Context: an optimization exercise on an open-source flow, tuned for small area. The choices shown serve that exercise and are no tape-out recipe. Only simulation tests tie the RTL to the original design; equivalence was not proved. The clock port is modelled as an ideal driver; clocking choices that lean on that would not hold on a real chip. Power and IR drop assume default switching activity.

cedar:
Design ipass_rpmseq, start of the top module:
module ipass_rpmseq #(
    parameter integer T_SETTLE = 100    
) (
    input  wire        clk,
    input  wire        rst,             
    input  wire [6:0]  cfg_dev_addr,    
    input  wire        cmd_valid,
    output wire        cmd_ready,
    input  wire [31:0] cmd_word,
    output wire        rsp_valid,
    input  wire        rsp_ready,
    output wire [1:0]  rsp_status,
    output wire [15:0] rsp_data,
    output wire        bt_req_valid,
    input  wire        bt_req_ready,
    output wire        bt_req_rw,
    output wire [6:0]  bt_req_addr,
    output wire [1:0]  bt_req_len,
    output wire [15:0] bt_req_wdata,
    input  wire        bt_rsp_valid,
    input  wire        bt_rsp_ok,
    input  wire [7:0]  bt_rsp_rdata,
    output wire [7:0]  port_wdata,
    output wire [1:0]  port_write,
    output wire [1:0]  port_flush,
    output wire        busy
);
Size: about 310 cells after synthesis, about 2600 um2 of cells after synthesis.
==> module ipass_rpmseq, before the edit <==
module ipass_rpmseq #(
    parameter integer T_SETTLE = 100    
) (
    input  wire        clk,
    input  wire        rst,             
    input  wire [6:0]  cfg_dev_addr,    
    input  wire        cmd_valid,
    output wire        cmd_ready,
    input  wire [31:0] cmd_word,
    output wire        rsp_valid,
    input  wire        rsp_ready,
    output wire [1:0]  rsp_status,
    output wire [15:0] rsp_data,
    output wire        bt_req_valid,
    input  wire        bt_req_ready,
    output wire        bt_req_rw,
    output wire [6:0]  bt_req_addr,
    output wire [1:0]  bt_req_len,
    output wire [15:0] bt_req_wdata,
    input  wire        bt_rsp_valid,
    input  wire        bt_rsp_ok,
    input  wire [7:0]  bt_rsp_rdata,
    output wire [7:0]  port_wdata,
    output wire [1:0]  port_write,
    output wire [1:0]  port_flush,
    output wire        busy
);
    localparam [2:0] S_IDLE  = 3'd0;
    localparam [2:0] S_STEP  = 3'd6;
    localparam [2:0] S_REQ   = 3'd1;
    localparam [2:0] S_WAIT  = 3'd3;
    localparam [2:0] S_SHIFT = 3'd4;    
    localparam [2:0] S_SHF   = 3'd5;    
    localparam [2:0] S_SHI   = 3'd7;    
    localparam [2:0] S_RESP  = 3'd2;
    reg [2:0]  state;
    reg [6:0]  dev_addr;
    reg [23:0] r;               
    reg [6:0]  cnt;             
    reg        bo;              
    reg [2:0]  idx0, idx1;
    reg        fa, fb, fr, ph;
    wire       unit = fa, dir = fb, done = ph, rw = ph, wr = fa;
    wire [3:0] op = cmd_word[31:28];
    wire z70   = (cmd_word[7:0] == 8'd0);
    wire z158  = (cmd_word[15:8] == 8'd0);
    wire z2316 = (cmd_word[23:16] == 8'd0);
    wire op_b  = !op[3] && !op[2] && (op[1] || op[0]);      
    wire op_w  = (op == 4'h4);
    wire op_s  = (op == 4'h8);
    wire op_e  = (op == 4'h9);
    wire legal = !cmd_word[27] && !cmd_word[25] &&
                 (op_s ||
                  (!cmd_word[24] && z158 &&
                   ((op_e && z2316 && z70) ||
                    (!cmd_word[26] && (op_w || (op_b && z70))))));
    wire illegal = !legal;
    function [3:0] rom;
        input [2:0] k;
        case (k)
            3'd0: rom = 4'h1;
            3'd1: rom = 4'h3;
            3'd2: rom = 4'h2;
            3'd3: rom = 4'h6;
            3'd4: rom = 4'h4;
            3'd5: rom = 4'hC;
            3'd6: rom = 4'h8;
            default: rom = 4'h9;
        endcase
    endfunction
    wire in_step  = (state == S_STEP);
    wire in_shift = (state == S_SHIFT) || (state == S_SHF) || (state == S_SHI);
    wire clr      = in_step ? done : (!rw || (state != S_SHIFT));
    wire st_bit   = (cnt[4:1] == 4'b0100) &&
                    (cnt[0] ? (state == S_SHI) : (state == S_SHF));
    wire c_lt24   = (cnt[6:5] == 2'b00) && !(cnt[4] && cnt[3]);
    wire sh_last  = (cnt[2:0] == 3'b111) &&
                    (clr ? (cnt[4:3] == 2'b10) : fr ? (cnt[4:3] == 2'b00)
                                                             : (cnt[4:3] == 2'b01));
    wire sh       = (in_step && c_lt24) || in_shift;
    wire y        = in_step && !done && (cnt[4:1] == 4'd0);    
    wire bo_in    = bo;
    wire x        = r[0];
    wire sin      = clr ? st_bit : (x ^ y ^ bo_in);
    wire bo_nx    = (!x && (y || bo_in)) || (y && bo_in);
    wire c126     = (cnt[6:1] == 6'b111111);
    wire ev_write = in_step && !done && c126 && !cnt[0];
    wire ev_flush = in_step && !done && c126 &&  cnt[0];
    wire [1:0] move     = bo ? (r[1:0] - 2'd1) : 2'd3;
    wire [2:0] cur_idx  = unit ? idx1 : idx0;
    wire [2:0] next_idx = dir ? (cur_idx - {1'b0, move}) : (cur_idx + {1'b0, move});
    wire [3:0] pattern  = rom(next_idx);
    wire answer = (state == S_WAIT) && bt_rsp_valid;
    assign cmd_ready    = (state == S_IDLE) && !rst;
    assign busy         = (state != S_IDLE) && !rst;
    assign rsp_valid    = (state == S_RESP) && !rst;
    assign rsp_status   = r[9:8];
    assign rsp_data     = {r[23:16], r[7:0]};
    assign bt_req_valid = (state == S_REQ) && !rst;
    assign bt_req_rw    = rw;
    assign bt_req_addr  = dev_addr;
    assign bt_req_len   = (wr && !rw) ? 2'd2 : 2'd1;
    assign bt_req_wdata = {r[23:16], r[7:0]};
    assign port_wdata   = {pattern, pattern};
    assign port_write   = (ev_write && !rst) ? (unit ? 2'b10 : 2'b01) : 2'b00;
    assign port_flush   = (ev_flush && !rst) ? (unit ? 2'b10 : 2'b01) : 2'b00;
    always @(posedge clk) begin
        if (state == S_IDLE)
            r <= cmd_word[23:0];
        else if (sh)
            r <= {sin, r[23:1]};
        else if (answer && bt_rsp_ok && rw)
            r[23:16] <= bt_rsp_rdata;
    end
    always @(posedge clk) begin
        cnt <= ((state == S_IDLE) || answer) ? 7'd0 : cnt + 7'd1;
        if (state == S_IDLE) bo <= 1'b0;
        else if (sh) bo <= bo_nx;
    end
    always @(posedge clk) begin
        if (rst) begin
            state    <= S_IDLE;
            dev_addr <= cfg_dev_addr;
            idx0     <= 3'd0;
            idx1     <= 3'd0;
        end else begin
            case (state)
                S_IDLE: begin
                    fa   <= cmd_word[26] | cmd_word[30];
                    fb   <= cmd_word[24] | cmd_word[28];
                    fr   <= cmd_word[29];
                    ph   <= 1'b0;
                    if (cmd_valid)
                        state <= illegal ? S_SHI : op[3] ? S_STEP : S_REQ;
                end
                S_STEP: begin
                    if (ev_write) begin
                        if (unit) idx1 <= next_idx;
                        else      idx0 <= next_idx;
                    end
                    if (ev_flush && bo)
                        ph <= 1'b1;
                    if (done && c126 && !cnt[0])
                        state <= S_RESP;
                end
                S_REQ: begin
                    if (bt_req_ready)
                        state <= S_WAIT;
                end
                S_WAIT: begin
                    if (bt_rsp_valid) begin
                        state <= bt_rsp_ok ? S_SHIFT : S_SHF;
                    end
                end
                S_SHIFT, S_SHF, S_SHI: begin
                    if (sh_last) begin
                        if (state == S_SHIFT && fr) begin
                            fr    <= fb;
                            fb    <= 1'b0;
                            ph    <= 1'b1;
                            state <= S_REQ;
                        end else begin
                            state <= S_RESP;
                        end
                    end
                end
                S_RESP: begin
                    if (rsp_ready)
                        state <= S_IDLE;
                end
            endcase
        end
    end
endmodule
Settings: LEC_CHECK=0, ABC_AREA=1, CAP_MARGIN=20, CORE_MARGIN=2, CORE_UTILIZATION=50, GPL_TIMING_DRIVEN=0, PLACE_DENSITY=0.7, SLEW_MARGIN=20; clock period 5.0 ns.
standard.sh (not shown) runs the stock make flow with config.mk's settings and CLKGATE_MAP_FILE= SYNTH_SCRIPT=/design/flow/synth_recipe.tcl, a recipe that flattens the netlist after the stock synthesis.
==> flow/flow/run.sh <==
#!/bin/bash
# Layout: the standard ORFS flow (standard.sh) with three changes:
#  1. after the standard synthesis, the combinational cells are mapped again
#     with Yosys/ABC for area, with several ABC seeds; every flip-flop
#     instance of the standard synthesis is kept as it is (same names, same
#     cells). The smallest new netlist that Yosys proves equivalent to the
#     standard one is used; if none is, the standard netlist is kept;
#  2. each port is buffered by sky130_fd_sc_hd__buf_1;
#  3. CTS uses clkbuf_4/clkbuf_8 with no dummy loads; the root clock buffer,
#     which only drives the leaf clock buffers, is then sized down to
#     clkbuf_2 (flow/post_cts.tcl).
# The re-mapped netlist keeps pass-through outputs as assigns (no buffers);
# buffer_ports then gives each port its own buffer.
# Each tool's output goes to a log file in this folder.
set -euo pipefail
here=$(pwd)
res=$here/orfs/results/$FLOW_PLATFORM/ipass_rpmseq/base
vars=(BUFFER_PORTS_ARGS="-buffer_cell sky130_fd_sc_hd__buf_1"
      CTS_ARGS="-sink_clustering_enable -repair_clock_nets -buf_list {sky130_fd_sc_hd__clkbuf_4 sky130_fd_sc_hd__clkbuf_8} -sink_clustering_size 10 -dont_use_dummy_load"
      POST_CTS_TCL=$here/flow/post_cts.tcl)

bash standard.sh "${vars[@]}" synth > log_1_synth.log 2>&1

lib=$FLOW_HOME/platforms/$FLOW_PLATFORM/lib/sky130_fd_sc_hd__tt_025C_1v80.lib
du=$(sed -n '/DONT_USE_CELLS += /,/^$/p' $FLOW_HOME/platforms/$FLOW_PLATFORM/config.mk \
     | grep -o 'sky130_fd_sc_hd__[a-z0-9_]*' | sed 's/^/-dont_use /' | tr '\n' ' ')
yosys=$FLOW_HOME/../tools/install/yosys/bin/yosys
[ -x "$yosys" ] || yosys=$(command -v yosys)
cp $res/1_2_yosys.v $here/std_1_2_yosys.v

remap() {  # $1 = seed
  local s=$1
  echo "strash; dc2; strash; &get -n; &deepsyn -T 30 -S $s; &put; dch -f; map -a; mfs2; strash; dch -f; map -a; topo; dnsize" > $here/remap_$s.abc
  cat > $here/remap_$s.ys <<EOY
read_liberty -ignore_miss_func $lib
blackbox sky130_fd_sc_hd__df* sky130_fd_sc_hd__edf* sky130_fd_sc_hd__sdf* sky130_fd_sc_hd__sedf* sky130_fd_sc_hd__dl*
read_verilog $here/std_1_2_yosys.v
hierarchy -top $FLOW_TOP
flatten
opt -full
abc -liberty $lib $du -script $here/remap_$s.abc
opt_clean -purge
hilomap -singleton -hicell sky130_fd_sc_hd__conb_1 HI -locell sky130_fd_sc_hd__conb_1 LO
splitnets
opt_clean -purge

tee -o $here/remap_$s.stat stat -liberty $lib
write_verilog -noattr -nohex -nodec $here/remap_$s.v
EOY
  $yosys -s $here/remap_$s.ys > log_2_remap_$s.log 2>&1 || rm -f $here/remap_$s.v
}
prove() {  # $1 = netlist
  cat > $here/prove.ys <<EOY
read_liberty -lib $lib
read_verilog $1
hierarchy -top $FLOW_TOP
check -assert -mapped
design -reset
read_liberty -ignore_miss_func $lib
read_verilog $here/std_1_2_yosys.v
rename $FLOW_TOP gold
read_verilog $1
rename $FLOW_TOP gate
hierarchy -check
flatten gold gate
rename -hide gold/w:_* gate/w:_*
opt_clean
equiv_make gold gate eq
hierarchy -top eq
equiv_simple -seq 2
equiv_induct
equiv_status -assert
EOY
  $yosys -s $here/prove.ys > log_3_prove_$(basename $1 .v).log 2>&1
}

for s in 1 2 3 4; do remap $s & done; wait
for s in 5 6 7 8; do remap $s & done; wait

# candidates, smallest area first
ls $here/remap_*.v 2>/dev/null | while read f; do
  st=${f%.v}.stat
  a=$(grep -o "Chip area for module .*: [0-9.]*" $st | awk '{print $NF}')
  echo "$a $f"
done | sort -n > $here/remap_candidates.txt || true
used=""
while read a f; do
  if prove $f; then used=$f; break; fi
done < $here/remap_candidates.txt
if [ -n "$used" ]; then
  cp $used $res/1_2_yosys.v
  rm -f $res/1_synth.odb $res/1_synth.sdc
  echo "re-mapped netlist used: $used" > remap_result.txt
else
  echo "no re-mapped netlist proven: standard netlist kept" > remap_result.txt
fi

bash standard.sh "${vars[@]}" finish > log_4_layout.log 2>&1
Other scripts of this flow, unchanged in this note and not shown: flow/flow/post_cts.tcl
cedar went all the way through the flow, and no timing, DRC or antenna check failed.
Changes in indigo relative to cedar:
-- flow/design.v --
<<< cedar, line 27
);
    localparam [2:0] S_IDLE  = 3'd0;
    localparam [2:0] S_STEP  = 3'd6;
    localparam [2:0] S_REQ   = 3'd1;
    localparam [2:0] S_WAIT  = 3'd3;
    localparam [2:0] S_SHIFT = 3'd4;    
    localparam [2:0] S_SHF   = 3'd5;    
    localparam [2:0] S_SHI   = 3'd7;    
    localparam [2:0] S_RESP  = 3'd2;
    reg [2:0]  state;
    reg [6:0]  dev_addr;
>>> indigo, line 27
);
    localparam [2:0] S_IDLE  = 3'd0;
    localparam [2:0] S_STEP  = 3'd3;
    localparam [2:0] S_REQ   = 3'd1;
    localparam [2:0] S_WAIT  = 3'd2;
    localparam [2:0] S_SHIFT = 3'd4;    
    localparam [2:0] S_SHF   = 3'd5;    
    localparam [2:0] S_SHI   = 3'd7;    
    localparam [2:0] S_RESP  = 3'd6;
    reg [2:0]  state;
    reg [6:0]  dev_addr;
Findings:
In terms of final-layout clock-cell area share, indigo and cedar differ only marginally.
Taking cedar as the reference point, the share of total power in the clock network of indigo falls by 0.5 points.
The final layouts of indigo and cedar pass the timing, DRC and antenna checks.
Going from cedar to indigo, wire length rose about 0.33%, power drawn by the sequential cells rose about 0.6%.
| fraction of the cycle the final worst path needs | higher: indigo |
Detailed-routed wire length on met3 ends up higher on indigo.
Measured against each other, indigo and cedar differ in combinational group power, the higher figure coming from indigo.

-- afterwards: timing with drivers on the ports --
The flow's constraints put no driver on any port. The routed layouts listed below were extracted and timed again, unchanged, in two steps.
Step 1, drivers: a clkbuf_16 drives clk and a buf_2 each remaining input, both assumed.
Step 2, shift: input delay + t, output delay - t, t = (earliest + latest rising clock arrival at the registers) / 2. This alone moves slack from input paths to output paths.
a / b / c = no drivers / after step 1 / after step 2; a / b = the first two.
| run | shift t [ns] | setup slack, ns | worst hold slack (ns) | worst slew at a driven data input, ns | cell pins on the clock port's net |
|---|---|---|---|---|---|
| cedar | 0.401 | 1.316 / 1.291 / 1.632 | 0.468 / 0.468 / 0.468 | 0.04 | 1 |
| indigo | 0.398 | 1.060 / 1.037 / 1.436 | 0.471 / 0.471 / 0.471 | 0.04 | 1 |
After both steps every run listed still meets setup and hold.
